Background: an optimization exercise with open tools, aiming at a short achievable clock period and few clock cycles. Do not read the settings as production practice. Function was checked by simulation only, so behaviour that the tests miss may differ from the original. No activity file was given, so power comes from the tool's default toggle rates.

== before ==
// cpusim_core
module cpusim_core (
    input  wire        clk,
    input  wire        rst,         
    output wire [15:0] mem_addr,
    output wire        mem_re,
    output wire        mem_we,
    output wire [15:0] mem_wdata,
    input  wire [15:0] mem_rdata
);
    localparam [2:0] OP_STORE  = 3'b000;
    localparam [2:0] OP_LOAD   = 3'b001;
    localparam [2:0] OP_SETLOW = 3'b010;   
    localparam [2:0] OP_SETTOP = 3'b011;   
    localparam [2:0] OP_COPY   = 3'b100;
    localparam [2:0] OP_ALU    = 3'b101;
    reg [15:0] pc;       
    reg [15:0] ir;       
    reg        v;        
    reg [15:0] r2, r3, r4, r5, r6, r7;
    reg [15:0] madr;     
    reg        we;       
    reg        pt;       
    reg        rd;       
    reg [15:0] raddr;
    reg        rj4;      
    reg [15:0] ag, ap;   
    reg        a_f, a_no;
    reg        a_e15;    
    reg        a_nm;
    reg [15:0] wdata;    
    reg [15:0] cv;       
    reg        cv4;      
    wire [2:0] op   = ir[2:0];
    wire [2:0] dst  = ir[8:6];
    wire [2:0] src  = ir[5:3];           
    reg d_ld, d_mem, d_slow, d_stop, d_copy, d_alu, d_jx, d_j4;
    reg fzx, fox, fsx, fzy, foy, fsy;    
  ...
Size: about 52 I/O pins, ~0.015 sq mm of cells after synthesis.
Settings: LEC_CHECK=0, ABC_AREA=1, CAP_MARGIN=20, CORE_MARGIN=2, CORE_UTILIZATION=25, SETUP_SLACK_MARGIN=5, SLEW_MARGIN=20, SYNTH_HIERARCHICAL=1; clock period 7.0 ns.
run.sh (not shown) runs the stock make flow with config.mk's settings and CLKGATE_MAP_FILE= SYNTH_SCRIPT=/design/flow/synth_recipe.tcl, a recipe that flattens the netlist after the stock synthesis.
before was carried through to the last stage, and its layout satisfied the timing, DRC and antenna checks.
Testbench counts of before, summed over its fixed seeds: cycles 38,464.
--- input diff before..after ---
--- a/flow/design.v
+++ b/flow/design.v
@@ -79,24 +79,25 @@
     localparam [2:0] OP_STORE  = 3'b000;
     localparam [2:0] OP_LOAD   = 3'b001;
     localparam [2:0] OP_SETLOW = 3'b010;   
     localparam [2:0] OP_SETTOP = 3'b011;   
     localparam [2:0] OP_COPY   = 3'b100;
     localparam [2:0] OP_ALU    = 3'b101;
     reg [15:0] pc;       
     reg [15:0] ir;       
     reg        v;        
     reg [15:0] r2, r3, r4, r5, r6, r7;
     reg [15:0] madr;     
     reg        we;       
+    reg        re;       
     reg        pt;       
     reg        rd;       
     reg [15:0] raddr;
     reg        rj4;      
     reg [15:0] ag, ap;   
     reg        a_f, a_no;
     reg        a_e15;    
     reg        a_nm;
     reg [15:0] wdata;    
     reg [15:0] cv;       
     reg        cv4;      
     wire [2:0] op   = ir[2:0];
@@ -115,27 +116,26 @@
         .f (mem_rdata), .copyj (cj_n), .xv (xv_n), .use_x (ux_n), .use_y (uy_n),
         .is_k (k_n), .k_val (kv_n), .pol (pol_n)
     );
     reg [7:2] d_cp;                      
     wire e_ld   = v & d_ld;
     wire e_mem  = v & d_mem;
     wire e_slow = v & d_slow;
     wire e_stop = v & d_stop;
     wire e_copy = v & d_copy;
     wire e_alu  = v & d_alu;
     wire [7:2] e_cp = {6{v}} & d_cp;
     wire [15:0] copy_value = cv4 ? r4 : cv;
-    assign mem_addr  = madr;
     assign mem_we    = we;
-    assign mem_re    = ~we;
+    assign mem_re    = re;
     assign mem_wdata = wdata;
     wire        fetch = ~e_mem;
     wire [15:0] f     = mem_rdata;        
     wire [15:0] pc_n;
     wire [15:0] ca1, ca2, ca3, ca4;
     genvar i;
     generate
         for (i = 0; i < 16; i = i + 1) begin : inc
             assign ca1[i] = (i >= 1) ? (madr[i] & madr[i-1]) : madr[i];
             assign ca2[i] = (i >= 2) ? (ca1[i] & ca1[i-2]) : ca1[i];
             assign ca3[i] = (i >= 4) ? (ca2[i] & ca2[i-4]) : ca2[i];
             assign ca4[i] = (i >= 8) ? (ca3[i] & ca3[i-8]) : ca3[i];
@@ -170,40 +170,42 @@
     );
     wire [15:0] alu_out;
     wire        v_n, we_n, rd_n;
     cpusim_alu u_alu (
         .g (ag), .p (ap), .f (a_f), .no (a_no),
         .c1 (ir[13]), .e15 (a_e15), .nm_and (a_nm),
         .copy (d_copy), .jx (v & d_jx),
         .pt (pt), .fetch (fetch), .f_st (f_st), .rd_q (rd),
         .xv (d_xv), .erd (erd),
         .out (alu_out), .rd (rd_n), .v_n (v_n), .we_n (we_n)
     );
     wire        rj4_n   = ~pt & d_j4;
+    cpusim_oreg u_oreg (.clk (clk), .d (naddr_n), .q (mem_addr));
     always @(posedge clk) madr <= naddr_n;
     always @(posedge clk) begin
         if (rst) begin
             pc    <= 16'h0000;
             ir    <= 16'h0000;
             v     <= 1'b0;
             r2    <= 16'h0000;
             r3    <= 16'h0000;
             r4    <= 16'h0000;
             r5    <= 16'h0000;
             r6    <= 16'h0000;
             r7    <= 16'h0000;
             rd    <= 1'b0;
             raddr <= 16'h0000;
             rj4   <= 1'b0;
             we    <= 1'b0;
+            re    <= 1'b1;
             pt    <= 1'b0;
             ag    <= 16'h0000;
             ap    <= 16'h0000;
             wdata <= 16'h0000;
             a_f   <= 1'b0;
             a_no  <= 1'b0;
             a_e15 <= 1'b0;
             a_nm  <= 1'b0;
             cv    <= 16'h0000;
             cv4   <= 1'b0;
             d_ld   <= 1'b0;
             d_mem  <= 1'b0;
@@ -228,24 +230,25 @@
             fsy    <= 1'b0;
             d_cp   <= 6'd0;
         end else begin
             r7 <= r7n;
             r2 <= r2n;
             r3 <= r3n;
             r4 <= e_alu ? alu_out : r4n;
             r5 <= r5n;
             if (e_ld) r6 <= mem_rdata;
             else      r6 <= r6n;
             v     <= v_n;
             we    <= we_n;
+            re    <= ~we_n;
             rd    <= rd_n;
             raddr <= raddr_n;
             rj4   <= rj4_n;
             if (f_st) wdata <= r7n;
             if (fetch) begin
                 ir    <= f;
                 pc    <= pc_n;
                 pt    <= f_pt;
                 ag    <= ag_n;
                 ap    <= ap_n;
                 a_e15 <= e15_n;
                 a_nm  <= nm_n;
@@ -354,12 +357,19 @@
     wire a_zx = f[11], a_nx = f[10], a_zy = f[9], a_ny = f[8], a_f = f[7], a_no = f[6];
     wire x_pass = a_zy & (a_f ? ~a_ny : a_ny);    
     wire y_pass = a_zx & (a_f ? ~a_nx : a_nx);
     wire k_zero = ~a_f & ((a_zx & ~a_nx) | (a_zy & ~a_ny));    
     assign copyj = (f[2:0] == OP_COPY) & (f[8:6] == 3'd0);
     assign use_x = x_pass & ~a_zx;
     assign use_y = ~use_x & y_pass & ~a_zy;
     assign is_k  = (x_pass | y_pass | k_zero) & ~use_x & ~use_y;
     assign k_val = k_zero ? a_no : x_pass ? (a_nx ^ a_no) : (a_ny ^ a_no);
     assign pol   = use_x ? (a_nx ^ a_no) : (a_ny ^ a_no);
     assign xv    = copyj | ((f[2:0] == OP_ALU) & (x_pass | y_pass | k_zero) & (f[5:3] != 3'd4));
 endmodule
+module cpusim_oreg (
+    input  wire        clk,
+    input  wire [15:0] d,
+    output reg  [15:0] q
+);
+    always @(posedge clk) q <= d;
+endmodule
Notes after the runs:
In after, the met2 wire length came out 5.2% above the value in before. before -> after: reported clock group power flat. Taking before as 1.0, after lands at 0.900 on number of clock-tree buffers in the layout. Share of total power in the clock network (higher): before. Overall power: after worse than before. Growth of design area from synthesis to finish delta (before -> after): insignificant. after did not stop at any stage, and its layout met the timing, DRC and antenna checks. Diff before -> after | detailed-routing iteration count for the pre-antenna-repair pass | decrease of 1. Wire length ended up about 3.3% higher on after than on before. Looking at master of the slowest instance on the critical path, the sky130_fd_sc_hd__dfxtp_2 result is from after; the sky130_fd_sc_hd__dfxtp_4 one comes from before. In the metrics for after and before, the one carrying the lower final worst-path cycle share is after. Maximum VDD drop is higher on before. after vs before on post-CTS setup-driven buffer insertion count: after is the lower one. Relative to before, register-to-register slack has gone up in after. Overall via count from detail_route: after worse than before. On combined area of all synthesized cells, before beats after.
Testbench counts of after, summed over its fixed seeds: cycles 38,464.

## afterwards: timing with drivers on the ports
In the flow no input, the clock included, has a driving cell. The finished layouts below were timed again as built, in two steps. Step 1 (the two cells are an assumption about what drives the block):
set clk [get_ports {clk}]
set_driving_cell -lib_cell sky130_fd_sc_hd__clkbuf_16 $clk
set_driving_cell -lib_cell sky130_fd_sc_hd__buf_2 [delete_from_list [all_inputs] $clk]
Step 2 adds t to the input delays and takes it off the output delays; t is the mean of the earliest and latest rising clock arrival at the registers after step 1. Input paths then give back, and output paths get back, about the clock's delay inside the block. Slacks: ideal / step 1 / step 2; pairs: ideal / step 1.
run | t (ns) | setup slack, ns | clock arrival spread, ns | worst data-port slew with drivers (ns)
before | 0.619 | 4.539 / 4.482 / 4.204 | 0.011 / 0.011 | 0.13
after | 0.629 | 4.563 / 4.509 / 4.011 | 0.017 / 0.018 | 0.26
After both steps setup and hold are still met in every run listed. The setup slack of after, which loses most, moves by -0.054 ns with the drivers and by -0.552 ns with both steps.
